Background: an optimization exercise with open tools, aiming at small area. Do not read the settings as production practice.
Function was checked by simulation only, so behaviour that the tests miss may differ from the original.
No activity file was given, so power comes from the tool's default toggle rates.

$ cat design/flow/config.mk
export PLATFORM = sky130hd
export DESIGN_NAME = isa_core
export DESIGN_NICKNAME = isa_core
export VERILOG_FILES = /design/flow/design.v
export SDC_FILE = /design/flow/constraint.sdc
export NUM_CORES = 4
export LEC_CHECK = 0
export CAP_MARGIN = 20
export CORE_MARGIN = 2
export CORE_UTILIZATION = 65
export SLEW_MARGIN = 20
$ cat design/flow/constraint.sdc
create_clock -name core_clock -period 10.0 [get_ports {clk}]
set_input_delay 2.0000 -clock core_clock [delete_from_list [all_inputs] [get_ports {clk}]]
set_output_delay 2.0000 -clock core_clock [all_outputs]
set_load 0.01 [all_outputs]
$ cat design/flow/design.v
module isa_core (
    input  wire         clk,
    input  wire         rst,
    output wire         mem_req,
    output wire         mem_we,
    output wire [15:0]  mem_addr,
    output wire [15:0]  mem_wdata,
    input  wire [15:0]  mem_rdata,
    input  wire         mem_ready,
    input  wire         bp_we,
    input  wire [1:0]   bp_idx,
    input  wire         bp_valid,
    input  wire [17:0]  bp_addr,
    output wire         halted,
    output wire         bp_hit,
    output wire [17:0]  pc,
    output wire         flag_z,
    output wire         flag_n,
    output wire         flag_c,
    output wire [31:0]  icount,
    output wire [127:0] regs
);
    localparam [2:0] S_CLR = 3'd0,
                     S_F   = 3'd1,
                     S_E   = 3'd2,
                     S_EF  = 3'd3,
                     S_M   = 3'd4,
                     S_W   = 3'd5,
                     S_WS  = 3'd6;
    reg [2:0]  state;
    reg [3:0]  cnt;
    reg [15:0] ir;
    reg [15:0] ar;
    reg [15:0] pc_lo;
    reg [1:0]  pc_hi;
    reg [31:0] ic;
    reg        halted_r;
    reg        z_r, n_r, c_r;
    reg        cy, pcy, icy, ones;
    reg [15:0] rf [0:7];
    reg        bp_v [0:3];
    reg [17:0] bp_a [0:3];
    wire [17:0] pc_r = {pc_hi, pc_lo};
    integer b;
    always @(posedge clk) begin
        for (b = 0; b < 4; b = b + 1) begin
            if (bp_we) begin
                if (bp_idx == b[1:0]) begin
                    bp_v[b] <= bp_valid;
                    bp_a[b] <= bp_addr;
                end
            end else if (rst) begin
                bp_v[b] <= 1'b0;
            end
        end
    end
    wire bp_match = (bp_v[0] && bp_a[0] == pc_r) || (bp_v[1] && bp_a[1] == pc_r) ||
                    (bp_v[2] && bp_a[2] == pc_r) || (bp_v[3] && bp_a[3] == pc_r);
    wire pc_ok    = (pc_hi == 2'b00) && (pc_lo != 16'hFFFF);
    wire st_clr = (state == S_CLR);
    wire st_f   = (state == S_F);
    wire st_e   = (state == S_E) || (state == S_EF);
    wire st_m   = (state == S_M);
    wire st_w   = (state == S_W) || (state == S_WS);
    wire [3:0] op  = (state == S_EF) ? 4'h0 : ir[15:12];
    wire [2:0] rd  = ir[11:9];
    wire [2:0] rs1 = ir[8:6];
    wire [2:0] rs2 = ir[5:3];
    wire is_add  = (op == 4'h1);
    wire is_sub  = (op == 4'h2);
    wire is_and  = (op == 4'h3);
    wire is_or   = (op == 4'h4);
    wire is_ld   = (op == 4'h6);
    wire is_st   = (op == 4'h7);
    wire is_jmp  = (op == 4'h8);
    wire is_brz  = (op == 4'h9);
    wire is_halt = (op == 4'hA);
    wire is_alu  = (op >= 4'h1) && (op <= 4'h5);
    wire is_rr   = (op >= 4'h1) && (op <= 4'h4);
    wire is_mem  = is_ld || is_st;
    wire busy   = st_clr || st_e || st_w;        
    wire first  = (cnt == 4'd0);
    wire last   = (cnt == 4'd15);
    wire imm_bit = ir[(cnt < 4'd5) ? cnt[2:0] : 3'd5];
    wire off_bit = ir[(cnt < 4'd9) ? cnt : 4'd9];
    wire [2:0] bsel = is_st ? rd : rs2;
    wire a_bit  = rf[rs1][0];
    wire b_reg  = rf[bsel][0];
    wire b_op   = is_rr ? b_reg : imm_bit;
    wire b_eff  = b_op ^ is_sub;
    wire cin    = first ? is_sub : cy;
    wire sum    = a_bit ^ b_eff ^ cin;
    wire cout   = (a_bit & b_eff) | (a_bit & cin) | (b_eff & cin);
    wire res    = is_and ? (a_bit & b_reg) : is_or ? (a_bit | b_reg) : sum;
    wire take    = is_jmp || (is_brz && z_r);
    wire pc_off  = st_e && take;
    wire pc_add  = (st_e && (is_mem || is_halt)) ? 1'b0 :
                   pc_off ? off_bit :
                   (cnt == 4'd1);
    wire pcin    = first ? 1'b0 : pcy;
    wire pc_sum  = pc_lo[0] ^ pc_add ^ pcin;
    wire pc_cout = (pc_lo[0] & pc_add) | (pc_lo[0] & pcin) | (pc_add & pcin);
    wire pc_in   = st_clr ? 1'b0 : pc_sum;
    wire [1:0] pc_hi_next = pc_hi + {1'b0, pc_cout} + ((pc_off && ir[9]) ? 2'b11 : 2'b00);
    wire icin = first ? 1'b1 : icy;
    wire ic_s0 = ic[0] ^ icin;
    wire ic_c1 = ic[0] & icin;
    wire ic_s1 = ic[1] ^ ic_c1;
    wire ic_c2 = ic[1] & ic_c1;
    wire ld_wr = (state == S_W) && is_ld;
    wire swap  = (st_e || st_w) && is_st;
    wire wbit  = st_clr ? 1'b0 : (st_e && is_alu) ? res : ld_wr ? ar[0] : rf[7][0];
    wire wen   = (st_e && is_alu) || ld_wr || swap;
    integer i;
    always @(posedge clk) begin
        if (busy) begin
            for (i = 0; i < 8; i = i + 1) begin
                if (st_clr || (wen && rd == i[2:0]))
                    rf[i] <= {wbit, rf[i][15:1]};
                else if (i == 7 && swap)
                    rf[i] <= {b_reg, rf[i][15:1]};
                else
                    rf[i] <= {rf[i][0], rf[i][15:1]};
            end
        end
    end
    always @(posedge clk) begin
        if (busy) begin
            pc_lo <= {pc_in, pc_lo[15:1]};
            pcy   <= pc_cout;
            if (last)
                pc_hi <= st_clr ? 2'b00 : pc_hi_next;
        end
        if (busy)
            ar <= {(st_e && is_mem) ? res : pc_in, ar[15:1]};
        else if (st_m && is_ld && mem_ready)
            ar <= mem_rdata;
        if (st_clr || st_e) begin
            ic  <= {st_clr ? 2'b00 : {ic_s1, ic_s0}, ic[31:2]};
            icy <= ic_c2;
        end
        if (st_e) begin
            cy <= cout;
            ones <= (first | ones) & res;
        end
        if (st_f && mem_ready)
            ir <= mem_rdata;
    end
    always @(posedge clk) begin
        if (rst) begin
            state    <= S_CLR;
            cnt      <= 4'd0;
            halted_r <= 1'b0;
            z_r      <= 1'b0;
            n_r      <= 1'b0;
            c_r      <= 1'b0;
        end else begin
            if (busy)
                cnt <= cnt + 4'd1;
            if (st_e && is_alu) begin
                z_r <= (first | z_r) & !res;
                n_r <= res;
                if (is_add && last)
                    c_r <= cout;
            end
            case (state)
                S_CLR: if (last) state <= S_F;
                S_F: begin
                    if (!halted_r && !bp_match) begin
                        if (!pc_ok)
                            state <= S_EF;
                        else if (mem_ready)
                            state <= S_E;
                    end
                end
                S_E, S_EF: begin
                    if (last) begin
                        if (is_mem) begin
                            state <= (ones && res) ? (is_ld ? S_WS : S_W) : S_M;
                        end else begin
                            state <= S_F;
                            if (is_halt || state == S_EF)
                                halted_r <= 1'b1;
                        end
                    end
                end
                S_M: if (mem_ready) state <= S_W;
                S_W, S_WS: if (last) state <= S_F;
                default: state <= S_F;
            endcase
        end
    end
    assign mem_req   = 1'b1;
    assign mem_we    = st_m && is_st;
    assign mem_addr  = ar;
    assign mem_wdata = rf[7];
    assign halted = halted_r;
    assign bp_hit = st_f && !halted_r && bp_match;
    assign pc     = pc_r;
    assign flag_z = z_r;
    assign flag_n = n_r;
    assign flag_c = c_r;
    assign icount = ic;
    genvar g;
    generate
        for (g = 0; g < 8; g = g + 1) begin : g_regs
            assign regs[16*g +: 16] = rf[g];
        end
    endgenerate
endmodule
$ cat design/flow/flow/run.sh
#!/bin/bash
set -euo pipefail
bash standard.sh \
  'BUFFER_PORTS_ARGS=-buffer_cell sky130_fd_sc_hd__buf_1' \
  'CTS_ARGS=-sink_clustering_enable -repair_clock_nets -buf_list sky130_fd_sc_hd__clkbuf_4 -dont_use_dummy_load -sink_clustering_size 10 -sink_clustering_max_diameter 60' \
  finish > flow.log 2>&1
$ cat design/flow/standard.sh
#!/bin/bash
# synth_recipe.tcl (not shown) runs the flow's synth.tcl, then flattens the netlist and writes it again
# the make line also repeats each setting of config.mk as NAME=value (left out here)
make -C /OpenROAD-flow-scripts/flow DESIGN_CONFIG=/design/flow/config.mk WORK_HOME=/design/flow/orfs CLKGATE_MAP_FILE= SYNTH_SCRIPT=/design/flow/synth_recipe.tcl "${@:-finish}"
==> impl_metrics.env, run 1 <==
export IMPL_gp_congestion=1.01
export IMPL_yosysTopAreaCell="edfxtp_1"
export IMPL_portBuffers=256
export IMPL_drt_wl_total_microns=25600
export IMPL_pin_count=258
export IMPL_skew_ps=58.4
export IMPL_h_tree_depth=2
export IMPL_slew_headroom_pct=28.5
export IMPL_clk_path_buf_depth=3
export IMPL_synth_area_per_cell_sq_um=16.4
export IMPL_fill_cells=1196
export IMPL_synth_most_common_cell="edfxtp_1"
export IMPL_postSynthCellCount=727
export IMPL_r2r_slack_ps=5960
export IMPL_async_reset_ff_share_pct=0
export IMPL_synth_ff_type="edfxtp_1"
export IMPL_fin_setup_tns_ps=0
export IMPL_drt_iter0_markers=776
export IMPL_synth_seq_area_share_pct=74.9
export IMPL_fin_crit_sh_pct=49.8
export IMPL_initial_core_util_pct=66.3
export IMPL_track_usage_pct=26.0
export IMPL_grt_pass1_wl_microns=38800
export IMPL_finalMaxSlewViolations=0
export IMPL_fin_crit_ps=4980
export IMPL_max_cap_violations=0
export IMPL_place_hpwl_microns=18100
export IMPL_synth_edff_count=290
export IMPL_die_x_microns=139
export IMPL_finalNonFillerCells=1201
export IMPL_design_die_area_sq_mm=0.0194
export IMPL_gr_total_overflow=0
export IMPL_cts_tree="built"
export IMPL_syn_area_sq_mm=0.0119
export IMPL_clkLatencyLatePin_ps=650
export IMPL_cp_start_kind="flop"
export IMPL_synth_top_area_share_pct=73.1
export IMPL_std_cell_rows=49
export IMPL_cp_arrival_ps=2980
export IMPL_p_per_area_mw_per_mm2=266
export IMPL_netlist_top_cells_count="edfxtp_1, xnor2_1, nor2_1, nand2_1, nand4_1"
export IMPL_ys_ff_latch=301
export IMPL_cp_max_fo=7
export IMPL_total_leakage_power_uw=0.00461
export IMPL_netlist_cell_type_count=64
export IMPL_drive_above_1_share_pct=7.52
export IMPL_clkSinkCount=301
export IMPL_ant_nets=0
export IMPL_peakVddDrop_v=0.000197
export IMPL_avgViaCountPerCell=5.91
export IMPL_synth_area_leaders="edfxtp_1, xnor2_1, dfxtp_1"
export IMPL_finalHoldViolCount=0
export IMPL_status="timing/DRC/antenna clean"
export IMPL_numCtsBuffers=36
export IMPL_coreArea_sq_mm=0.0180
export IMPL_rsz0062_at_grt="no"
export IMPL_timing_fmax_mhz=201
export IMPL_holdBufCountCts=0
export IMPL_drc=0
export IMPL_die_h_microns=139
export IMPL_post_cts_buffers=0
export IMPL_worst_setup_path_end_kind="output pin"
export IMPL_clk_pin_slew_ps=120
export IMPL_hold_path_class="reg -> reg"
export IMPL_ctsResizeCount=0
export IMPL_root_buffer="clkbuf_4"
export IMPL_grt_max_degree=95
export IMPL_firstDrtPassIters=8
export IMPL_route_vias_total=7092
export IMPL_first_global_vias=6778
export IMPL_wl_per_cell_microns=21.3
export IMPL_final_util_pct=73.6
export IMPL_required_ps=8000
export IMPL_path_class="reg -> out"
export IMPL_antenna_found_initial=1
export IMPL_tightest_slew_ps=1070
export IMPL_nNetsFinal=1022
export IMPL_placed_cells=1163
export IMPL_yosys_warnings=4
export IMPL_area_growth_pct=11.0
export IMPL_setup_viol_count_final=0
## area by class of cell
| class | count | area, sq um | area share, % |
|---|---|---|---|
| diodes | 1 | 2.50 | 0.0189 |
| clock buffers | 36 | 270 | 2.04 |
| inverters | 14 | 52.6 | 0.397 |
| multi-input cells | 358 | 2670 | 20.2 |
| flip-flops and latches | 301 | 8930 | 67.5 |
| well taps | 229 | 287 | 2.17 |
| repair buffers | 262 | 1010 | 7.66 |
## final timing paths
kind,startpoint,endpoint,depth (start not counted)
min,rf[3][4]$_DFFE_PN_,rf[3][3]$_DFFE_PN_,0
min reg2reg,rf[3][4]$_DFFE_PN_,rf[3][3]$_DFFE_PN_,0
max,pc_hi[0]$_SDFFCE_PP0P_,bp_hit,7
max reg2reg,state[1]$_SDFFE_PP0P_,rf[7][15]$_DFFE_PN_,12
## per-stage QoR
| step | hold WS, ps | power (uW) | instance area [sq um] | setup WS (ps) |
|---|---|---|---|---|
| floorplan | 481 | 2650 | 11900 | 6040 |
| global placement | 429 | 2980 | 12900 | 5840 |
| detailed placement | 430 | 3020 | 12900 | 5780 |
| CTS | 437 | 3540 | 13200 | 5070 |
| global route | 461 | 3690 | 13200 | 5000 |
| finish | 438 | 3520 | 13200 | 5020 |
## worst max-delay path: stages (launching register included)
cell and delay, ps:
edfxtp_1 550, xnor2_1 400, nand4_1 210, nor4_1 360, nand4_1 130, a41oi_1 300, nor2b_1 240, buf_1 180
## layout by cell type, fill, tap and decap left out, types with 4 or more instances in the layout
cell type and instances:
edfxtp_1 290, buf_1 256, xnor2_1 76, clkbuf_4 36, nor2_1 33, nand2_1 29
nand4_1 27, o21ai_0 19, mux2_2 16, nand2b_1 16, a21oi_1 15, inv_1 14
mux2i_1 13, o211ai_1 12, dfxtp_1 11, nor2b_1 6, nor4_1 6, a22oi_1 5
nand3_1 5, ha_1 5, a211oi_1 4, and2_1 4, and3_1 4, buf_4 4
## registers in the layout (all words and copies together) (netlist names)
register  cells
z_r           1
ic           32
icy           1
cy            1
bp_v          4
ones          1
ir           16
halted_r      1
pc_hi         2
state         3
cnt           4
bp_a         72
c_r           1
n_r           1
pc_lo        16
pcy           1
rf          128
ar           16
## routing by layer
layer / wire length [microns] / part of all wire, % / GRT usage (%)
met1: 10900 / 42 / 38.9
met2: 11900 / 46 / 39.7
met3: 2380 / 9.3 / 5.88
met4: 512 / 2.0 / 6.91
met5: 0 / 0 / 0
## cells by family after synthesis
| logic type | synth area share [%] |
|---|---|
| flops | 74.9 |
| simple gates | 6.86 |
| compound gates | 4.96 |
| xor+xnor | 5.81 |
| buf+inv | 2.92 |
| mux | 3.46 |
| fa+ha+maj | 1.03 |
| other cells | 0.0315 |
## power breakdown
group	internal [uW]	switching [uW]	total, uW	leakage (uW)
logic	323	535	858	0.00121
registers	1850	284	2130	0.00324
clock network	167	360	527	0.000166
total	2340	1180	3520	0.00461
==> run 2, diff against run 1 <==
--- a/design/flow/design.v
+++ b/design/flow/design.v
@@ -20,13 +20,14 @@
     output wire [31:0]  icount,
     output wire [127:0] regs
 );
-    localparam [2:0] S_CLR = 3'd0,
-                     S_F   = 3'd1,
-                     S_E   = 3'd2,
-                     S_EF  = 3'd3,
-                     S_M   = 3'd4,
-                     S_W   = 3'd5,
-                     S_WS  = 3'd6;
+    localparam [2:0] S_F   = 3'd0,
+                     S_M   = 3'd1,
+                     S_H   = 3'd2,
+                     S_CLR = 3'd3,
+                     S_E   = 3'd4,
+                     S_EF  = 3'd5,
+                     S_W   = 3'd6,
+                     S_WS  = 3'd7;
     reg [2:0]  state;
     reg [3:0]  cnt;
     reg [15:0] ir;
@@ -34,34 +35,31 @@
     reg [15:0] pc_lo;
     reg [1:0]  pc_hi;
     reg [31:0] ic;
-    reg        halted_r;
     reg        z_r, n_r, c_r;
-    reg        cy, pcy, icy, ones;
+    reg        cy, pcy, icy;
     reg [15:0] rf [0:7];
-    reg        bp_v [0:3];
     reg [17:0] bp_a [0:3];
     wire [17:0] pc_r = {pc_hi, pc_lo};
     integer b;
     always @(posedge clk) begin
         for (b = 0; b < 4; b = b + 1) begin
             if (bp_we) begin
-                if (bp_idx == b[1:0]) begin
-                    bp_v[b] <= bp_valid;
-                    bp_a[b] <= bp_addr;
-                end
+                if (bp_idx == b[1:0])
+                    bp_a[b] <= {bp_addr[17] | !bp_valid, bp_addr[16] & bp_valid, bp_addr[15:0]};
             end else if (rst) begin
-                bp_v[b] <= 1'b0;
+                bp_a[b][17:16] <= 2'b10;
             end
         end
     end
-    wire bp_match = (bp_v[0] && bp_a[0] == pc_r) || (bp_v[1] && bp_a[1] == pc_r) ||
-                    (bp_v[2] && bp_a[2] == pc_r) || (bp_v[3] && bp_a[3] == pc_r);
+    wire bp_match = (bp_a[0] == pc_r) || (bp_a[1] == pc_r) ||
+                    (bp_a[2] == pc_r) || (bp_a[3] == pc_r);
     wire pc_ok    = (pc_hi == 2'b00) && (pc_lo != 16'hFFFF);
     wire st_clr = (state == S_CLR);
     wire st_f   = (state == S_F);
-    wire st_e   = (state == S_E) || (state == S_EF);
+    wire st_e   = state[2] && !state[1];
     wire st_m   = (state == S_M);
-    wire st_w   = (state == S_W) || (state == S_WS);
+    wire st_w   = state[2] && state[1];
+    wire halted_r = (state == S_H);
     wire [3:0] op  = (state == S_EF) ? 4'h0 : ir[15:12];
     wire [2:0] rd  = ir[11:9];
     wire [2:0] rs1 = ir[8:6];
@@ -78,15 +76,15 @@
     wire is_alu  = (op >= 4'h1) && (op <= 4'h5);
     wire is_rr   = (op >= 4'h1) && (op <= 4'h4);
     wire is_mem  = is_ld || is_st;
-    wire busy   = st_clr || st_e || st_w;        
+    wire busy   = state[2] || st_clr;            
     wire first  = (cnt == 4'd0);
     wire last   = (cnt == 4'd15);
-    wire imm_bit = ir[(cnt < 4'd5) ? cnt[2:0] : 3'd5];
-    wire off_bit = ir[(cnt < 4'd9) ? cnt : 4'd9];
+    wire [3:0] ilim  = ir[15] ? 4'd9 : 4'd5;
+    wire       i_bit = ir[(cnt < ilim) ? cnt : ilim];
     wire [2:0] bsel = is_st ? rd : rs2;
     wire a_bit  = rf[rs1][0];
     wire b_reg  = rf[bsel][0];
-    wire b_op   = is_rr ? b_reg : imm_bit;
+    wire b_op   = is_rr ? b_reg : i_bit;
     wire b_eff  = b_op ^ is_sub;
     wire cin    = first ? is_sub : cy;
     wire sum    = a_bit ^ b_eff ^ cin;
@@ -95,9 +93,9 @@
     wire take    = is_jmp || (is_brz && z_r);
     wire pc_off  = st_e && take;
     wire pc_add  = (st_e && (is_mem || is_halt)) ? 1'b0 :
-                   pc_off ? off_bit :
+                   pc_off ? i_bit :
                    (cnt == 4'd1);
-    wire pcin    = first ? 1'b0 : pcy;
+    wire pcin    = (first || (st_e && is_mem)) ? 1'b0 : pcy;
     wire pc_sum  = pc_lo[0] ^ pc_add ^ pcin;
     wire pc_cout = (pc_lo[0] & pc_add) | (pc_lo[0] & pcin) | (pc_add & pcin);
     wire pc_in   = st_clr ? 1'b0 : pc_sum;
@@ -127,7 +125,7 @@
     always @(posedge clk) begin
         if (busy) begin
             pc_lo <= {pc_in, pc_lo[15:1]};
-            pcy   <= pc_cout;
+            pcy   <= (st_e && is_mem) ? ((first | pcy) & res) : pc_cout;
             if (last)
                 pc_hi <= st_clr ? 2'b00 : pc_hi_next;
         end
@@ -139,10 +137,8 @@
             ic  <= {st_clr ? 2'b00 : {ic_s1, ic_s0}, ic[31:2]};
             icy <= ic_c2;
         end
-        if (st_e) begin
+        if (st_e)
             cy <= cout;
-            ones <= (first | ones) & res;
-        end
         if (st_f && mem_ready)
             ir <= mem_rdata;
     end
@@ -150,7 +146,6 @@
         if (rst) begin
             state    <= S_CLR;
             cnt      <= 4'd0;
-            halted_r <= 1'b0;
             z_r      <= 1'b0;
             n_r      <= 1'b0;
             c_r      <= 1'b0;
@@ -166,7 +161,7 @@
             case (state)
                 S_CLR: if (last) state <= S_F;
                 S_F: begin
-                    if (!halted_r && !bp_match) begin
+                    if (!bp_match) begin
                         if (!pc_ok)
                             state <= S_EF;
                         else if (mem_ready)
@@ -176,17 +171,15 @@
                 S_E, S_EF: begin
                     if (last) begin
                         if (is_mem) begin
-                            state <= (ones && res) ? (is_ld ? S_WS : S_W) : S_M;
+                            state <= (pcy && res) ? (is_ld ? S_WS : S_W) : S_M;
                         end else begin
-                            state <= S_F;
-                            if (is_halt || state == S_EF)
-                                halted_r <= 1'b1;
+                            state <= (is_halt || state == S_EF) ? S_H : S_F;
                         end
                     end
                 end
                 S_M: if (mem_ready) state <= S_W;
                 S_W, S_WS: if (last) state <= S_F;
-                default: state <= S_F;
+                default: ;
             endcase
         end
     end
@@ -195,7 +188,7 @@
     assign mem_addr  = ar;
     assign mem_wdata = rf[7];
     assign halted = halted_r;
-    assign bp_hit = st_f && !halted_r && bp_match;
+    assign bp_hit = st_f && bp_match;
     assign pc     = pc_r;
     assign flag_z = z_r;
     assign flag_n = n_r;
==> run 2 against run 1 <==
Compared with the run above: global-route usage is 0.24 points lower; die area is 1.6% lower; clock power is 2% lower; critical path depth is 1 higher; register-to-register slack worse by 500 ps; combinational power is 93% lower; total power is 45% lower; non-clock buffer count is 1 higher.
==> impl_metrics.env, run 2 <==
export IMPL_finalMaxSlewViolations=0
export IMPL_holdBufCountCts=0
export IMPL_ant_nets=0
export IMPL_clkSinkCount=295
export IMPL_clk_path_buf_depth=3
export IMPL_die_h_microns=138
export IMPL_design_die_area_sq_mm=0.0191
export IMPL_first_global_vias=6942
export IMPL_postSynthCellCount=733
export IMPL_gr_total_overflow=0
export IMPL_rsz0062_at_grt="no"
export IMPL_finalPower_uw=1940
export IMPL_cp_arrival_ps=2960
export IMPL_place_hpwl_microns=17500
export IMPL_track_usage_pct=25.8
export IMPL_synth_area_leaders="edfxtp_1, xor2_1, nand2_1"
export IMPL_finalHoldViolCount=0
export IMPL_root_buffer="clkbuf_4"
export IMPL_drt_wl_total_microns=25100
export IMPL_netlist_cell_type_count=71
export IMPL_cp_start_kind="flop"
export IMPL_numCtsBuffers=35
export IMPL_hold_path_class="reg -> reg"
export IMPL_tightest_slew_ps=988
export IMPL_synth_area_per_cell_sq_um=16.0
export IMPL_initial_core_util_pct=65.7
export IMPL_total_leakage_power_uw=0.00498
export IMPL_async_reset_ff_share_pct=0
export IMPL_cts_tree="built"
export IMPL_finalWorstSetupSlack_ps=5040
export IMPL_clkLatencyLatePin_ps=620
export IMPL_yosys_warnings=3
export IMPL_h_tree_depth=2
export IMPL_std_cell_rows=49
export IMPL_p_per_area_mw_per_mm2=149
export IMPL_gp_congestion=0.935
export IMPL_post_cts_buffers=0
export IMPL_area_growth_pct=11.1
export IMPL_setup_viol_count_final=0
export IMPL_grt_max_degree=86
export IMPL_firstDrtPassIters=5
export IMPL_coreArea_sq_mm=0.0178
export IMPL_hold_depth=0
export IMPL_nNetsFinal=1031
export IMPL_wl_per_cell_microns=20.8
export IMPL_path_common_cell="nor4_1"
export IMPL_netlist_top_cells_count="edfxtp_1, nand2_1, xor2_1, clkbuf_1"
export IMPL_status="timing/DRC/antenna clean"
export IMPL_synth_ff_type="edfxtp_1"
export IMPL_required_ps=8000
export IMPL_fin_setup_tns_ps=0
export IMPL_largest_register="rf"
export IMPL_avgViaCountPerCell=5.91
export IMPL_antenna_found_initial=0
export IMPL_min_delay_start="rf[1][7]$_DFFE_PN_"
export IMPL_ctsResizeCount=0
export IMPL_synth_seq_area_share_pct=74.8
export IMPL_path_class="reg -> out"
export IMPL_r2r_start="ir[15]$_DFFE_PP_"
export IMPL_slowest_delay_ps=570
export IMPL_worst_setup_path_end_kind="output pin"
export IMPL_place_area_sq_mm=0.0128
export IMPL_clk_pin_slew_ps=100
export IMPL_drive_above_1_share_pct=6.75
export IMPL_cp_max_fo=7
export IMPL_antennaDiodeCount=0
export IMPL_peakVddDrop_v=0.000116
export IMPL_die_x_microns=138
export IMPL_route_vias_total=7136
export IMPL_final_cell_area_sq_mm=0.0130
export IMPL_pin_count=258
export IMPL_drt_iter0_markers=602
export IMPL_portBuffers=256
export IMPL_pre_cts_ws_ps=5550
export IMPL_slowest_stage="edfxtp_1"
export IMPL_rr_worst_depth=15
export IMPL_largest_reg_flops=128
export IMPL_fill_cells=1197
export IMPL_path_cells="xor2_1, nor4_1, nand3_1, nor4_1, nor4_1, nand2b_1, inv_1, buf_1"
export IMPL_max_cap_violations=0
export IMPL_layout_commonest_cell="edfxtp_1"
export IMPL_drc=0
export IMPL_top_regs="rf x128, bp_a x72, ic x32"
export IMPL_hold_end="rf[1][6]$_DFFE_PN_"
export IMPL_synth_top_area_share_pct=73.0
export IMPL_r2r_end="rf[0][15]$_DFFE_PN_"
export IMPL_fin_crit_ps=4960
export IMPL_slew_headroom_pct=34.1
export IMPL_most_common_layout_cells="edfxtp_1, buf_1, nand2_1, xor2_1, clkbuf_4"
export IMPL_timing_fmax_mhz=202
export IMPL_synth_edff_count=285
export IMPL_synth_most_common_cell="edfxtp_1"
export IMPL_grt_pass1_wl_microns=38600
export IMPL_syn_area_sq_mm=0.0117
export IMPL_fin_crit_sh_pct=49.6
export IMPL_r2r_slack_ps=5460
export IMPL_yosysTopAreaCell="edfxtp_1"
export IMPL_ys_ff_latch=295
export IMPL_skew_ps=36.5
## run 2: cell types whose count changed in the layout (fill, tap and decap cells not counted), sizes merged, moves of 12 or more
cell	delta
xor2	+56
o211ai	-13
nor4	+15
nand2	+47
mux2	-13
o21ai	-15
nand2b	-12
nor2	-12
xnor2	-59
nand4	-12
## run 2: metal layers
layer | GRT usage, % | vias to the layer above | part of all wire (%)
met5 | 0 | - | 0
met4 | 6.71 | 0 | 2.0
met3 | 5.75 | 46 | 9.0
met2 | 40.2 | 400 | 46
met1 | 37.9 | 3480 | 43
li1 | - | 3210 | -
## run 2: power by group
group	switching, uW	internal, uW
sequential	10.2	1360
clock	352	163
combinational	36.5	22.3
## run 2: cell families after synthesis
group	after synthesis	synth area share, %
fa+ha+maj	10	1.26
simple gates	204	9.02
xor+xnor	76	5.68
mux	21	2.72
compound gates	60	3.75
flops	295	74.8
other cells	1	0.0320
buf+inv	66	2.78
## run 2: final cells by class
class	instances	area (sq um)	area share [%]
inverters	13	53.8	0.413
multi-input cells	372	2640	20.3
well taps	229	287	2.20
flip-flops and latches	295	8760	67.3
repair buffers	263	1010	7.79
clock buffers	35	263	2.02
## run 2: critical path: cells and delay by family, from the launching register on
kind | cells | cell delay, ps
simple gates | 5 | 1290
flops | 1 | 570
buf+inv | 2 | 270
xor+xnor | 1 | 230
## run 2: how the worst max path moves through the flow
stage                                start                   to
finish                  pc_lo[0]$_DFFE_PN_               bp_hit
global route        pc_hi[1]$_SDFFCE_PP0P_               bp_hit
CTS                     pc_lo[0]$_DFFE_PN_               bp_hit
detailed placement        ir[15]$_DFFE_PP_  rf[0][15]$_DFFE_PN_
global placement        pc_lo[0]$_DFFE_PN_               bp_hit
floorplan            state[0]$_SDFFE_PP1P_   pc_lo[0]$_DFFE_PN_
## run 2: metrics by stage
step / std cells / utilization (%) / hold WS (ps)
after floorplan: 733 / - / 486
after global placement: 1172 / 71.5 / 427
after detailed placement: 1172 / 71.5 / 431
after CTS: 1207 / 73.0 / 425
after global routing: 1207 / 73.0 / 441
final: 1207 / 73.0 / 424
==> run 3, diff against run 2 <==
--- a/design/flow/design.v
+++ b/design/flow/design.v
@@ -33,27 +33,29 @@
     reg [15:0] ir;
     reg [15:0] ar;
     reg [15:0] pc_lo;
-    reg [1:0]  pc_hi;
+    reg        pc16;
     reg [31:0] ic;
     reg        z_r, n_r, c_r;
     reg        cy, pcy, icy;
     reg [15:0] rf [0:7];
-    reg [17:0] bp_a [0:3];
-    wire [17:0] pc_r = {pc_hi, pc_lo};
+    reg [16:0] bp_a [0:3];
+    wire [16:0] pc_r = {pc16, pc_lo};
+    wire        bp_ok = bp_valid && (bp_addr[17] == (bp_addr[16] && bp_addr[15]));
+    wire [16:0] bp_w  = bp_ok ? bp_addr[16:0] : {3'b101, bp_addr[13:0]};
     integer b;
     always @(posedge clk) begin
         for (b = 0; b < 4; b = b + 1) begin
             if (bp_we) begin
                 if (bp_idx == b[1:0])
-                    bp_a[b] <= {bp_addr[17] | !bp_valid, bp_addr[16] & bp_valid, bp_addr[15:0]};
+                    bp_a[b] <= bp_w;
             end else if (rst) begin
-                bp_a[b][17:16] <= 2'b10;
+                bp_a[b][16:14] <= 3'b101;
             end
         end
     end
     wire bp_match = (bp_a[0] == pc_r) || (bp_a[1] == pc_r) ||
                     (bp_a[2] == pc_r) || (bp_a[3] == pc_r);
-    wire pc_ok    = (pc_hi == 2'b00) && (pc_lo != 16'hFFFF);
+    wire pc_ok    = !pc16 && (pc_lo != 16'hFFFF);
     wire st_clr = (state == S_CLR);
     wire st_f   = (state == S_F);
     wire st_e   = state[2] && !state[1];
@@ -99,7 +101,7 @@
     wire pc_sum  = pc_lo[0] ^ pc_add ^ pcin;
     wire pc_cout = (pc_lo[0] & pc_add) | (pc_lo[0] & pcin) | (pc_add & pcin);
     wire pc_in   = st_clr ? 1'b0 : pc_sum;
-    wire [1:0] pc_hi_next = pc_hi + {1'b0, pc_cout} + ((pc_off && ir[9]) ? 2'b11 : 2'b00);
+    wire pc16_next = pc16 ^ pc_cout ^ (pc_off && ir[9]);
     wire icin = first ? 1'b1 : icy;
     wire ic_s0 = ic[0] ^ icin;
     wire ic_c1 = ic[0] & icin;
@@ -127,7 +129,7 @@
             pc_lo <= {pc_in, pc_lo[15:1]};
             pcy   <= (st_e && is_mem) ? ((first | pcy) & res) : pc_cout;
             if (last)
-                pc_hi <= st_clr ? 2'b00 : pc_hi_next;
+                pc16 <= !st_clr && pc16_next;
         end
         if (busy)
             ar <= {(st_e && is_mem) ? res : pc_in, ar[15:1]};
@@ -189,7 +191,7 @@
     assign mem_wdata = rf[7];
     assign halted = halted_r;
     assign bp_hit = st_f && bp_match;
-    assign pc     = pc_r;
+    assign pc     = {pc16 && pc_lo[15], pc_r};
     assign flag_z = z_r;
     assign flag_n = n_r;
     assign flag_c = c_r;
==> run 3 against run 2 <==
Compared with the run above: sequential power hardly changed; sequential share of layout area increased by 0.38 points; clock skew rose by 24 ps; total power down 1.4%; sequential cell count shrank 5; largest power group unchanged.
==> impl_metrics.env, run 3 <==
export IMPL_finalWorstSetupSlack_ps=5380
export IMPL_finalMaxSlewViolations=0
export IMPL_drc=0
export IMPL_pwr_share_clk_pct=26.6
export IMPL_synth_seq_area_share_pct=75.4
export IMPL_die_x_microns=137
export IMPL_finalHoldViolCount=0
export IMPL_wl_per_cell_microns=21.9
export IMPL_synth_area_leaders="edfxtp_1, xnor2_1, nand2_1"
export IMPL_yosys_warnings=3
export IMPL_antennaDiodeCount=0
export IMPL_final_util_pct=73.8
export IMPL_design_die_area_sq_mm=0.0186
export IMPL_route_vias_total=6964
export IMPL_setup_viol_count_final=0
export IMPL_synth_ff_type="edfxtp_1"
export IMPL_ys_ff_latch=290
export IMPL_drt_wl_total_microns=26100
export IMPL_finalPower_uw=1920
export IMPL_pin_count=258
export IMPL_avgViaCountPerCell=5.83
export IMPL_layout_commonest_cell="edfxtp_1"
export IMPL_syn_area_sq_mm=0.0114
export IMPL_area_growth_pct=11.4
export IMPL_p_seq_share_pct=70.2
export IMPL_gr_total_overflow=0
export IMPL_antenna_found_initial=0
export IMPL_portBuffers=256
export IMPL_drive_above_1_share_pct=6.09
export IMPL_combPwrFrac_pct=3.2
export IMPL_cp_max_fo=7
export IMPL_worst_setup_path_end_kind="output pin"
export IMPL_clk_pin_slew_ps=120
export IMPL_h_tree_depth=2
export IMPL_peakVddDrop_v=0.000127
export IMPL_cts_tree="built"
export IMPL_netlist_cell_type_count=61
export IMPL_fin_setup_tns_ps=0
export IMPL_p_per_area_mw_per_mm2=151
export IMPL_status="timing/DRC/antenna clean"
export IMPL_nNetsFinal=1022
export IMPL_synth_edff_count=280
export IMPL_whs_ps=420
export IMPL_fin_crit_sh_pct=46.2
export IMPL_numCtsBuffers=34
export IMPL_clkLatencyLatePin_ps=650
export IMPL_grt_max_degree=96
export IMPL_initial_core_util_pct=66.3
export IMPL_clkSinkCount=290
export IMPL_synth_most_common_cell="edfxtp_1"
export IMPL_path_class="reg -> out"
export IMPL_most_common_layout_cells="edfxtp_1, buf_1, nand2_1, xnor2_1, clkbuf_4"
export IMPL_largest_register="rf"
export IMPL_top_regs="rf x128, bp_a x68, ic x32"
export IMPL_cp_start_kind="flop"
export IMPL_gp_congestion=0.909
export IMPL_p_sw_share_pct=20.7
export IMPL_holdBufCountCts=0
export IMPL_ant_nets=0
export IMPL_fin_crit_ps=4620
export IMPL_postSynthCellCount=723
export IMPL_die_h_microns=137
export IMPL_seq_area_sq_mm=0.00861
export IMPL_post_cts_buffers=0
export IMPL_ctsResizeCount=0
export IMPL_skew_ps=60.6
export IMPL_grt_pass1_wl_microns=37600
export IMPL_synth_area_per_cell_sq_um=15.8
export IMPL_tightest_slew_ps=815
export IMPL_synth_top_area_share_pct=73.6
export IMPL_required_ps=8000
export IMPL_pre_cts_ws_ps=5550
export IMPL_cp_arrival_ps=2620
export IMPL_timing_fmax_mhz=216
export IMPL_coreArea_sq_mm=0.0172
export IMPL_slew_headroom_pct=45.7
export IMPL_clk_path_buf_depth=3
export IMPL_max_cap_violations=0
export IMPL_place_hpwl_microns=18900
export IMPL_intPower_uw=1520
export IMPL_rsz0062_at_grt="no"
export IMPL_firstDrtPassIters=5
export IMPL_total_leakage_power_uw=0.00473
export IMPL_hold_path_class="reg -> reg"
export IMPL_first_global_vias=6450
export IMPL_multi_input_area_sq_mm=0.00248
export IMPL_async_reset_ff_share_pct=0
export IMPL_std_cell_rows=48
export IMPL_netlist_top_cells_count="edfxtp_1, nand2_1, xnor2_1, clkbuf_1, nor2_1"
export IMPL_root_buffer="clkbuf_4"
export IMPL_largest_reg_flops=128
export IMPL_fill_cells=1175
export IMPL_yosysTopAreaCell="edfxtp_1"
export IMPL_drt_iter0_markers=498
export IMPL_track_usage_pct=27.3
export IMPL_p_switching_uw=397
-- run 3: cell types whose count changed after synthesis, sizes merged, moves of 5 or more --
cell / previous run / this run
and2: 12 / 7
edfxtp: 285 / 280
inv: 13 / 19
nand2b: 4 / 9
nand3b: 7 / 2
nor4: 22 / 6
o211ai: 1 / 9
o31ai: 2 / 7
xnor2: 17 / 56
xor2: 59 / 18
-- run 3: path summary, 6_finish.rpt --
kind	cells after the start	start	slack (ps)	endpoint
worst max register to register	16	ir[15]$_DFFE_PP_	5470	rf[0][15]$_DFFE_PN_
worst min-delay path	0	ic[31]$_SDFFCE_PP0P_	420	ic[29]$_DFFE_PP_
worst max-delay path	6	pc_lo[0]$_DFFE_PN_	5380	bp_hit
worst min register to register	0	ic[31]$_SDFFCE_PP0P_	420	ic[29]$_DFFE_PP_
-- run 3: per-layer routing --
metal / track usage, % / vias to the layer above / part of all wire, %
li1: - / 3155 / -
met1: 38.8 / 3393 / 41
met2: 42.8 / 368 / 47
met3: 6.63 / 48 / 9.4
met4: 7.81 / 0 / 2.0
met5: 0 / - / 0
-- run 3: per-stage QoR --
| step | cells | cell area, sq um |
|---|---|---|
| floorplan | 723 | 11400 |
| global placement | 1160 | 12500 |
| detailed placement | 1160 | 12500 |
| CTS | 1194 | 12700 |
| global route | 1194 | 12700 |
| finish | 1194 | 12700 |
-- run 3: critical path: stages (launching register included) --
cell      delay [ps]
edfxtp_1         610
xnor2_1          270
nand4_1          150
nor3_1           220
nand4_1          140
a31oi_1          410
buf_1            200
-- run 3: final cells by class --
| cell class | instances | area share, % |
|---|---|---|
| clock buffer | 34 | 2.01 |
| sequential | 290 | 67.7 |
| inverter | 19 | 0.600 |
| multi-input combinational | 362 | 19.5 |
| timing repair buffer | 264 | 8.05 |
| tap | 225 | 2.21 |
-- run 3: cells by family (layout without fill, tap and decap cells) --
| kind of cell | count (synthesis) | after routing | synth area share (%) |
|---|---|---|---|
| buffers and inverters | 71 | 317 | 3.00 |
| AND/OR/NAND/NOR | 192 | 192 | 8.31 |
| other | 1 | 1 | 0.0328 |
| flip-flops | 290 | 290 | 75.4 |
| AO/OA/AOI/OAI | 66 | 66 | 4.10 |
| XOR/XNOR | 74 | 74 | 5.67 |
| adder cells (fa/ha/maj) | 10 | 10 | 1.23 |
| multiplexers | 19 | 19 | 2.29 |
-- run 3: power groups by stage --
stage	Combinational [uW]	Clock (uW)	Sequential, uW
2_1_floorplan	38.5	0	1370
3_3_place_gp	58.3	0	1370
3_5_place_dp	60.7	0	1370
4_1_cts	61.2	521	1350
5_1_grt	66.9	563	1350
6_report	61.2	510	1350
==> run 4, diff against run 3 <==
==> design/flow/flow/run.sh (replaced) <==
#!/bin/bash
set -euo pipefail
here=$(pwd)
bash standard.sh \
  REMOVE_ABC_BUFFERS=1 \
  "POST_FLOORPLAN_TCL=$here/flow/downsize.tcl" \
  'BUFFER_PORTS_ARGS=-buffer_cell sky130_fd_sc_hd__buf_1' \
  'CTS_ARGS=-sink_clustering_enable -repair_clock_nets -buf_list sky130_fd_sc_hd__clkbuf_4 -dont_use_dummy_load -sink_clustering_size 10 -sink_clustering_max_diameter 60' \
  finish > flow.log 2>&1
==> design/flow/flow/downsize.tcl (new file) <==
# POST_FLOORPLAN hook: size each combinational cell down to the smallest
# drive strength of its family. The resize step's repair_design sizes cells
# up again where slew or capacitance need it; timing has ample slack.
set db [ord::get_db]
set n 0
foreach inst [[ord::get_db_block] getInsts] {
  set m [[$inst getMaster] getName]
  if {![regexp {^(sky130_fd_sc_hd__[a-z0-9]+)_([0-9]+)$} $m -> base drv]} { continue }
  if {[regexp {df|dl|clkbuf|clkinv|tap|conb|fill|decap|probe} $base]} { continue }
  set w [[$inst getMaster] getWidth]
  foreach s {0 1} {
    set cand ${base}_$s
    if {$cand eq $m} { break }
    set cm [$db findMaster $cand]
    if {$cm ne "NULL" && $cm ne "" && [$cm getWidth] < $w} {
      replace_cell [$inst getName] $cand
      incr n
      break
    }
  }
}
puts "downsize: replaced $n cells"
==> run 4 against run 3 <==
Compared with the run above: via count up 1.0%; sequential cell count unchanged; register-to-register slack worse by 300 ps; synthesized area unchanged; utilization down 0.15 points; first-iteration DRC count up 24%; global-route usage down 0.70 points; largest cell class unchanged; highest routed layer unchanged.
==> impl_metrics.env, run 4 <==
export IMPL_status="timing/DRC/antenna clean"
export IMPL_timing_fmax_mhz=207
export IMPL_std_cell_rows=48
export IMPL_async_reset_ff_share_pct=0
export IMPL_fin_crit_sh_pct=48.3
export IMPL_p_per_area_mw_per_mm2=151
export IMPL_setup_viol_count_final=0
export IMPL_ys_ff_latch=290
export IMPL_coreArea_sq_mm=0.0172
export IMPL_clk_pin_slew_ps=110
export IMPL_path_class="reg -> reg"
export IMPL_fin_setup_tns_ps=0
export IMPL_h_tree_depth=2
export IMPL_worst_setup_path_end_kind="flop"
export IMPL_synth_ff_type="edfxtp_1"
export IMPL_initial_core_util_pct=66.3
export IMPL_drt_iter0_markers=618
export IMPL_finalHoldViolCount=0
export IMPL_clkLatencyLatePin_ps=630
export IMPL_r2r_start="ir[15]$_DFFE_PP_"
export IMPL_layout_commonest_cell="edfxtp_1"
export IMPL_antenna_found_initial=1
export IMPL_numCtsBuffers=34
export IMPL_drive_above_1_share_pct=5.57
export IMPL_wl_met1_microns=10200
export IMPL_route_vias_total=7036
export IMPL_area_growth_pct=11.2
export IMPL_synth_most_common_cell="edfxtp_1"
export IMPL_synth_top_area_share_pct=73.6
export IMPL_place_hpwl_microns=17400
export IMPL_firstDrtPassIters=5
export IMPL_postSynthCellCount=723
export IMPL_cp_max_fo=14
export IMPL_synth_area_per_cell_sq_um=15.8
export IMPL_routed_wl_met2_microns=11600
export IMPL_top_layer="met4"
export IMPL_holdBufCountCts=0
export IMPL_peakVddDrop_v=0.0000974
export IMPL_cp_start_kind="flop"
export IMPL_total_leakage_power_uw=0.00472
export IMPL_fin_crit_ps=4830
export IMPL_grt_pass1_wl_microns=37300
export IMPL_portBuffers=256
export IMPL_clk_path_buf_depth=3
export IMPL_synth_seq_area_share_pct=75.4
export IMPL_yosys_warnings=3
export IMPL_grt_max_degree=85
export IMPL_post_cts_buffers=0
export IMPL_netlist_top_cells_count="edfxtp_1, nand2_1, xnor2_1, clkbuf_1, nor2_1"
export IMPL_synth_edff_count=280
export IMPL_die_h_microns=137
export IMPL_design_die_area_sq_mm=0.0186
export IMPL_die_x_microns=137
export IMPL_skew_ps=45.9
export IMPL_top_regs="rf x128, bp_a x68, ic x32"
export IMPL_first_global_vias=6762
export IMPL_rsz0062_at_grt="no"
export IMPL_routed_wl_met3_microns=2360
export IMPL_drc=0
export IMPL_max_cap_violations=0
export IMPL_required_ps=10410
export IMPL_wl_per_cell_microns=20.8
export IMPL_nNetsFinal=1022
export IMPL_gp_congestion=0.888
export IMPL_cp_arrival_ps=5250
export IMPL_cts_tree="built"
export IMPL_ctsResizeCount=0
export IMPL_most_common_layout_cells="edfxtp_1, buf_1, nand2_1, xnor2_1, clkbuf_4"
export IMPL_netlist_cell_type_count=61
export IMPL_drt_wl_total_microns=24800
export IMPL_slew_headroom_pct=30.3
export IMPL_largest_reg_flops=128
export IMPL_finalPower_uw=1910
export IMPL_tightest_slew_ps=1040
export IMPL_r2r_slack_ps=5170
export IMPL_gr_total_overflow=0
export IMPL_largest_register="rf"
export IMPL_yosysTopAreaCell="edfxtp_1"
export IMPL_synth_area_leaders="edfxtp_1, xnor2_1, nand2_1"
export IMPL_pin_count=258
export IMPL_syn_area_sq_mm=0.0114
export IMPL_crit_start="ir[15]$_DFFE_PP_"
export IMPL_hold_path_class="reg -> reg"
export IMPL_track_usage_pct=26.6
export IMPL_finalMaxSlewViolations=0
export IMPL_min_delay_start="ic[10]$_DFFE_PP_"
export IMPL_root_buffer="clkbuf_4"
export IMPL_ant_nets=0
export IMPL_avgViaCountPerCell=5.89
export IMPL_clkSinkCount=290
==> run 4: stage by stage <==
step / cell area [sq um] / utilization [%] / worst slack [ps] / hold WS, ps / std cells
6_report: 12700 / 73.7 / 5170 / 450 / 1195
5_1_grt: 12700 / 73.7 / 4800 / 456 / 1195
4_1_cts: 12700 / 73.6 / 5260 / 451 / 1194
3_5_place_dp: 12400 / 72.2 / 5270 / 431 / 1160
3_3_place_gp: 12400 / 72.2 / 5540 / 429 / 1160
2_1_floorplan: 11200 / - / 4840 / 468 / 671
==> run 4: critical path, cell delays in order, from the launching register on <==
cell      delay [ps]
edfxtp_1         620
inv_1            120
ha_1             310
a21oi_1          200
nand3_1          240
mux4_2           350
a221oi_1         320
a41o_1           170
a41oi_1           50
a211oi_1         310
fa_1             500
inv_1             70
a31oi_1           40
o221ai_1         330
nand2_1          210
mux2_1           450
o41ai_1          340
==> run 4: report_power, final <==
group	internal (uW)	switching (uW)	total, uW	leakage (uW)
logic	24.7	37.5	62.2	0.00129
registers	1340	9.81	1340	0.00327
clock network	158	346	504	0.000156
==> run 4: layer usage <==
metal,vias to the layer above,track usage [%]
met5,-,0
met4,0,8.39
met3,52,7.30
met2,403,40.3
met1,3435,38.2
li1,3146,-
==> run 4: worst paths after layout <==
kind	to	cells after the start
hold reg to reg	ic[8]$_DFFE_PP_	0
hold / removal	ic[8]$_DFFE_PP_	0
setup / recovery	rf[0][15]$_DFFE_PN_	16
setup reg to reg	rf[0][15]$_DFFE_PN_	16
==> run 4: kinds of logic after synthesis <==
logic type | after synthesis | synth area share, %
AO/OA/AOI/OAI | 66 | 4.10
XOR/XNOR | 74 | 5.67
adder cells (fa/ha/maj) | 10 | 1.23
buffers and inverters | 71 | 3.00
flip-flops | 290 | 75.4
multiplexers | 19 | 2.29
other | 1 | 0.0328
AND/OR/NAND/NOR | 192 | 8.31
==> run 4: final cells by class <==
class                           instances  area, sq um
Sequential cell                       290         8610
Clock buffer                           34          255
Inverter                               19         76.3
Tap cell                              225          282
Timing Repair Buffer                  264         1020
Antenna cell                            1         2.50
Multi-Input combinational cell        362         2450
Fill cell                            1132         4540
==> run 5, diff against run 4 <==
==> design/flow/flow/run.sh (replaced) <==
#!/bin/bash
set -euo pipefail
here=$(pwd)
bash standard.sh \
  REMOVE_ABC_BUFFERS=1 \
  "POST_FLOORPLAN_TCL=$here/flow/downsize.tcl" \
  'BUFFER_PORTS_ARGS=-buffer_cell sky130_fd_sc_hd__buf_1' \
  'CTS_ARGS=-sink_clustering_enable -repair_clock_nets -buf_list sky130_fd_sc_hd__clkbuf_4 -dont_use_dummy_load -sink_clustering_size 9 -sink_clustering_max_diameter 80' \
  finish > flow.log 2>&1
--- a/design/flow/config.mk
+++ b/design/flow/config.mk
@@ -7,5 +7,5 @@
 export LEC_CHECK = 0
 export CAP_MARGIN = 20
 export CORE_MARGIN = 2
-export CORE_UTILIZATION = 65
+export CORE_UTILIZATION = 78
 export SLEW_MARGIN = 20
==> run 5 against run 4 <==
Compared with the run above: sequential cell count unchanged; fmax down 3.0%; global-route usage up 7.1 points; still clean; total power up 1.7%; combinational power up 3.5%; register-to-register slack about the same; synthesized cell count unchanged.
==> impl_metrics.env, run 5 <==
export IMPL_status="timing/DRC/antenna clean"
export IMPL_cp_start_kind="flop"
export IMPL_std_cell_rows=44
export IMPL_timing_fmax_mhz=201
export IMPL_ys_ff_latch=290
export IMPL_wl_per_cell_microns=22.8
export IMPL_synth_area_leaders="edfxtp_1, xnor2_1, nand2_1"
export IMPL_avgViaCountPerCell=6.41
export IMPL_finalHoldViolCount=0
export IMPL_syn_area_sq_mm=0.0114
export IMPL_holdBufCountCts=0
export IMPL_place_hpwl_microns=18300
export IMPL_pin_count=258
export IMPL_tightest_slew_ps=1080
export IMPL_top_regs="rf x128, bp_a x68, ic x32"
export IMPL_p_per_area_mw_per_mm2=153
export IMPL_synth_seq_area_share_pct=75.4
export IMPL_synth_ff_type="edfxtp_1"
export IMPL_synth_top_area_share_pct=73.6
export IMPL_postSynthCellCount=723
export IMPL_fin_crit_sh_pct=49.9
export IMPL_drc=0
export IMPL_root_buffer="clkbuf_4"
export IMPL_wl_met1_microns=9560
export IMPL_placed_cells=1119
export IMPL_yosys_warnings=3
export IMPL_pre_cts_ws_ps=5280
export IMPL_drt_iter0_markers=888
export IMPL_worst_setup_path_end_kind="output pin"
export IMPL_grt_pass1_wl_microns=40300
export IMPL_ant_nets=0
export IMPL_peakVddDrop_v=0.000142
export IMPL_synth_most_common_cell="edfxtp_1"
export IMPL_finalWorstSetupSlack_ps=5010
export IMPL_design_die_area_sq_mm=0.0156
export IMPL_portBuffers=256
export IMPL_route_vias_total=7428
export IMPL_fin_crit_ps=4990
export IMPL_most_common_layout_cells="edfxtp_1, buf_1, nand2_1, xnor2_1, clkbuf_4"
export IMPL_synth_edff_count=280
export IMPL_ctsResizeCount=0
export IMPL_area_growth_pct=11.0
export IMPL_first_global_vias=7215
export IMPL_clkLatencyLatePin_ps=650
export IMPL_die_h_microns=125
export IMPL_finalNonFillerCells=1158
export IMPL_h_tree_depth=2
export IMPL_path_class="reg -> out"
export IMPL_post_cts_buffers=0
export IMPL_setup_viol_count_final=0
export IMPL_grt_max_degree=85
export IMPL_fin_setup_tns_ps=0
export IMPL_die_x_microns=125
export IMPL_max_cap_violations=0
export IMPL_cp_max_fo=8
export IMPL_layout_commonest_cell="edfxtp_1"
export IMPL_skew_ps=53.3
export IMPL_total_leakage_power_uw=0.00473
export IMPL_finalMaxSlewViolations=0
export IMPL_gp_congestion=0.957
export IMPL_top_layer="met4"
export IMPL_r2r_slack_ps=5180
export IMPL_initial_core_util_pct=79.2
export IMPL_final_util_pct=87.9
export IMPL_largest_register="rf"
export IMPL_antenna_found_initial=1
export IMPL_routed_wl_met2_microns=12800
export IMPL_hold_path_class="reg -> reg"
export IMPL_async_reset_ff_share_pct=0
export IMPL_synth_area_per_cell_sq_um=15.8
export IMPL_coreArea_sq_mm=0.0144
export IMPL_track_usage_pct=33.7
export IMPL_cts_tree="built"
export IMPL_whs_ps=404
export IMPL_rsz0062_at_grt="no"
export IMPL_slew_headroom_pct=28.3
export IMPL_netlist_cell_type_count=61
export IMPL_drt_wl_total_microns=26400
export IMPL_clkSinkCount=290
export IMPL_gr_total_overflow=0
export IMPL_yosysTopAreaCell="edfxtp_1"
export IMPL_cp_arrival_ps=2990
export IMPL_netlist_top_cells_count="edfxtp_1, nand2_1, xnor2_1, clkbuf_1, nor2_1"
export IMPL_clk_path_buf_depth=3
export IMPL_routed_wl_met3_microns=3270
export IMPL_largest_reg_flops=128
export IMPL_drive_above_1_share_pct=5.96
export IMPL_clk_pin_slew_ps=90
export IMPL_required_ps=8000
export IMPL_firstDrtPassIters=6
export IMPL_numCtsBuffers=38
export IMPL_nNetsFinal=1026
[run 5: cell types whose count changed in the layout (fill, tap and decap cells not counted)]
cell,before,now
clkbuf_4,34,38
[run 5: stage by stage]
stage,power (uW),instance area [sq um]
finish,1940,12700
global route,2000,12700
CTS,1950,12700
detailed placement,1430,12400
global placement,1430,12400
floorplan,1410,11200
[run 5: power by group]
group          switching, uW  internal, uW
Combinational           39.7          24.8
Clock                    358           176
Sequential              10.5          1340
[run 5: final cells by class]
type                    count  area (sq um)
diodes                      1          2.50
clock buffers              38           285
fillers                   603          1750
inverters                  19          76.3
multi-input cells         362          2450
flip-flops and latches    290          8610
well taps                 184           230
repair buffers            264          1020
[run 5: worst paths after layout]
kind,startpoint,to,cells past startpoint
worst min-delay path,rf[6][12]$_DFFE_PN_,rf[6][11]$_DFFE_PN_,0
worst max register to register,ir[15]$_DFFE_PP_,rf[0][15]$_DFFE_PN_,16
worst max-delay path,pc_lo[15]$_DFFE_PN_,bp_hit,6
worst min register to register,rf[6][12]$_DFFE_PN_,rf[6][11]$_DFFE_PN_,0
[run 5: cells by family (layout without fill, tap and decap cells)]
group / Yosys count / after routing / synth area share, %
xor+xnor: 74 / 74 / 5.67
buf+inv: 71 / 321 / 3.00
fa+ha+maj: 10 / 10 / 1.23
mux: 19 / 19 / 2.29
compound gates: 66 / 66 / 4.10
other cells: 1 / 2 / 0.0328
simple gates: 192 / 192 / 8.31
flops: 290 / 290 / 75.4
[run 5: routing by layer]
metal  up-vias  GRT usage, %
met3        83          8.99
li1       3155             -
met4         0          11.4
met5         -             0
met2       596          53.1
met1      3594          47.2
[run 5: critical path, stage by stage (launching register included)]
cell	delay (ps)
edfxtp_1	570
xnor2_1	290
nand4_1	150
nor4_1	470
a22oi_1	180
a31oi_1	440
buf_1	240
==> run 6, diff against run 5 <==
--- a/design/flow/config.mk
+++ b/design/flow/config.mk
@@ -7,5 +7,5 @@
 export LEC_CHECK = 0
 export CAP_MARGIN = 20
 export CORE_MARGIN = 2
-export CORE_UTILIZATION = 78
+export CORE_UTILIZATION = 65
 export SLEW_MARGIN = 20
==> run 6 against run 5 <==
Compared with the run above: cell area grew 0.40%; clock skew down 5.7 ps; largest cell class unchanged; register-to-register slack barely moved; global-route usage decreased by 7.1 points.
==> impl_metrics.env, run 6 <==
export IMPL_status="timing/DRC/antenna clean"
export IMPL_worst_setup_path_end_kind="flop"
export IMPL_grt_pass1_wl_microns=37200
export IMPL_async_reset_ff_share_pct=0
export IMPL_synth_area_leaders="edfxtp_1, xnor2_1, nand2_1"
export IMPL_seq_area_sq_mm=0.00861
export IMPL_yosys_warnings=3
export IMPL_cp_start_kind="flop"
export IMPL_clkSinkCount=290
export IMPL_largest_reg_flops=128
export IMPL_syn_area_sq_mm=0.0114
export IMPL_synth_ff_type="edfxtp_1"
export IMPL_synth_seq_area_share_pct=75.4
export IMPL_track_usage_pct=26.6
export IMPL_holdBufCountCts=0
export IMPL_max_cap_violations=0
export IMPL_multi_input_area_sq_mm=0.00245
export IMPL_min_delay_start="rf[5][6]$_DFFE_PN_"
export IMPL_cp_arrival_ps=5240
export IMPL_hold_path_class="reg -> reg"
export IMPL_portBuffers=256
export IMPL_nNetsFinal=1026
export IMPL_drt_iter0_markers=683
export IMPL_peakVddDrop_v=0.000109
export IMPL_numCtsBuffers=38
export IMPL_timing_fmax_mhz=208
export IMPL_h_tree_depth=2
export IMPL_antenna_found_initial=1
export IMPL_drc=0
export IMPL_ctsResizeCount=0
export IMPL_coreArea_sq_mm=0.0172
export IMPL_place_hpwl_microns=17400
export IMPL_synth_edff_count=280
export IMPL_fin_setup_tns_ps=0
export IMPL_drt_wl_total_microns=24700
export IMPL_hold_depth=0
export IMPL_post_cts_buffers=0
export IMPL_skew_ps=47.6
export IMPL_avgViaCountPerCell=5.85
export IMPL_top_regs="rf x128, bp_a x68, ic x32"
export IMPL_die_x_microns=137
export IMPL_finalHoldViolCount=0
export IMPL_drive_above_1_share_pct=5.96
export IMPL_total_leakage_power_uw=0.00473
export IMPL_initial_core_util_pct=66.3
export IMPL_grt_max_degree=85
export IMPL_design_die_area_sq_mm=0.0186
export IMPL_rsz0062_at_grt="no"
export IMPL_placed_cells=1160
export IMPL_ant_nets=0
export IMPL_clk_pin_slew_ps=100
export IMPL_fin_crit_ps=4820
export IMPL_synth_top_area_share_pct=73.6
export IMPL_ys_ff_latch=290
export IMPL_required_ps=10420
export IMPL_finalWorstSetupSlack_ps=5180
export IMPL_r2r_slack_ps=5180
export IMPL_pre_cts_ws_ps=5270
export IMPL_layout_commonest_cell="edfxtp_1"
export IMPL_postSynthCellCount=723
export IMPL_path_class="reg -> reg"
export IMPL_hold_end="rf[5][5]$_DFFE_PN_"
export IMPL_root_buffer="clkbuf_4"
export IMPL_rr_worst_depth=16
export IMPL_die_h_microns=137
export IMPL_cts_tree="built"
export IMPL_clkLatencyLatePin_ps=620
export IMPL_std_cell_rows=48
export IMPL_pin_count=258
export IMPL_wl_per_cell_microns=20.6
export IMPL_gp_congestion=0.888
export IMPL_yosysTopAreaCell="edfxtp_1"
export IMPL_clk_path_buf_depth=3
export IMPL_netlist_cell_type_count=61
export IMPL_finalNonFillerCells=1199
export IMPL_r2r_start="ir[15]$_DFFE_PP_"
export IMPL_area_growth_pct=11.4
export IMPL_synth_most_common_cell="edfxtp_1"
export IMPL_slew_headroom_pct=30.6
export IMPL_r2r_end="rf[0][15]$_DFFE_PN_"
export IMPL_fin_crit_sh_pct=48.2
export IMPL_cp_max_fo=14
export IMPL_p_per_area_mw_per_mm2=152
export IMPL_gr_total_overflow=0
export IMPL_final_cell_area_sq_mm=0.0127
export IMPL_netlist_top_cells_count="edfxtp_1, nand2_1, xnor2_1, clkbuf_1, nor2_1"
export IMPL_setup_viol_count_final=0
export IMPL_largest_register="rf"
export IMPL_synth_area_per_cell_sq_um=15.8
export IMPL_place_area_sq_mm=0.0124
export IMPL_tightest_slew_ps=1040
export IMPL_firstDrtPassIters=5
export IMPL_most_common_layout_cells="edfxtp_1, buf_1, nand2_1, xnor2_1, clkbuf_4"
export IMPL_finalMaxSlewViolations=0
export IMPL_route_vias_total=7019
export IMPL_fill_cells=1128
export IMPL_first_global_vias=6824
==> run 6: cell counts after synthesis <==
No cell type changed its count.
==> run 6: worst max-delay path, cell delays in order (launching register included) <==
cell and delay (ps):
edfxtp_1 620, inv_1 120, ha_1 310, a21oi_1 200, nand3_1 240, mux4_2 350
a221oi_1 320, a41o_1 180, a41oi_1 50, a211oi_1 300, fa_1 490, inv_1 70
a31oi_1 40, o221ai_1 330, nand2_1 210, mux2_1 450, o41ai_1 340
==> run 6: where the power goes <==
group          switching (uW)  total [uW]  internal (uW)
Combinational            37.7        62.5           24.8
Sequential               9.75        1340           1340
Clock                     351         527            176
Total                     398        1930           1540
==> run 6: area by class of cell <==
class	instances	area share [%]
antenna	1	0.0197
timing repair buffer	264	8.02
clock buffer	38	2.24
sequential	290	67.6
multi-input combinational	362	19.3
inverter	19	0.600
tap	225	2.21
==> run 6: worst max-delay path by stage <==
stage | endpoint | from | slack [ps] | cells after the start
6_report | rf[0][15]$_DFFE_PN_ | ir[15]$_DFFE_PP_ | 5180 | 16
2_1_floorplan | state[0]$_SDFFE_PP1P_ | state[1]$_SDFFE_PP1P_ | 4840 | 7
3_5_place_dp | rf[0][15]$_DFFE_PN_ | ir[15]$_DFFE_PP_ | 5270 | 16
4_1_cts | rf[0][15]$_DFFE_PN_ | ir[15]$_DFFE_PP_ | 5270 | 16
5_1_grt | rf[0][15]$_DFFE_PN_ | ir[15]$_DFFE_PP_ | 4780 | 16
3_3_place_gp | rf[0][15]$_DFFE_PN_ | ir[15]$_DFFE_PP_ | 5540 | 16
==> run 6: metrics by stage <==
stage	hold slack [ps]	power [uW]	utilization [%]
6_report	391	1930	73.8
5_1_grt	407	1990	73.8
4_1_cts	389	1950	73.8
3_5_place_dp	431	1430	72.2
3_3_place_gp	429	1430	72.2
2_1_floorplan	468	1410	-
==> run 6: cells by family after synthesis <==
| family | after synthesis | share of synthesized area [%] |
|---|---|---|
| DFF | 290 | 75.4 |
| adders and majority gates | 10 | 1.23 |
| AOI/OAI and AO/OA | 66 | 4.10 |
| other | 1 | 0.0328 |
| xor gates and xnor gates | 74 | 5.67 |
| and+or+nand+nor | 192 | 8.31 |
| buffers and inverters | 71 | 3.00 |
| muxes | 19 | 2.29 |
==> run 6: layer usage <==
| metal | GRT usage (%) | up-vias | part of all wire, % | wire (microns) |
|---|---|---|---|---|
| met2 | 39.8 | 405 | 47 | 11500 |
| met5 | 0 | - | 0 | 0 |
| met4 | 9.20 | 0 | 2.7 | 659 |
| met3 | 8.07 | 58 | 9.9 | 2450 |
| met1 | 37.7 | 3402 | 41 | 10100 |
| li1 | - | 3154 | - | - |

re-timing with driven ports:
No port has a modelled driver above. Below, the same layouts with a new extraction and two added sets of constraints.
Step 1 sets driving cells, clkbuf_16 on the clock port and buf_2 on the other inputs (assumed; they add their load-dependent delay and slew).
Step 2 times the ports against the registers' clock, not the clock port: input delays grow and output delays shrink by t, the midpoint of the rising clock arrivals with the driver on.
Slacks: ideal ports / drivers / drivers and shift; pairs: ideal ports / drivers.
run | t (ns) | setup slack, ns | worst setup path after step 2 | clock arrival spread, ns
run 1 | 0.662 | 5.015 / 4.974 / 5.637 | register to output | 0.059 / 0.059
run 2 | 0.641 | 5.044 / 5.006 / 5.464 | register to register | 0.045 / 0.045
run 3 | 0.657 | 5.377 / 5.341 / 5.467 | register to register | 0.061 / 0.061
run 4 | 0.649 | 5.166 / 5.166 / 5.166 | register to register | 0.046 / 0.047
run 5 | 0.653 | 5.014 / 4.972 / 5.180 | register to register | 0.084 / 0.084
run 6 | 0.639 | 5.182 / 5.182 / 5.182 | register to register | 0.053 / 0.053
After both steps setup and hold are still met in every run listed.
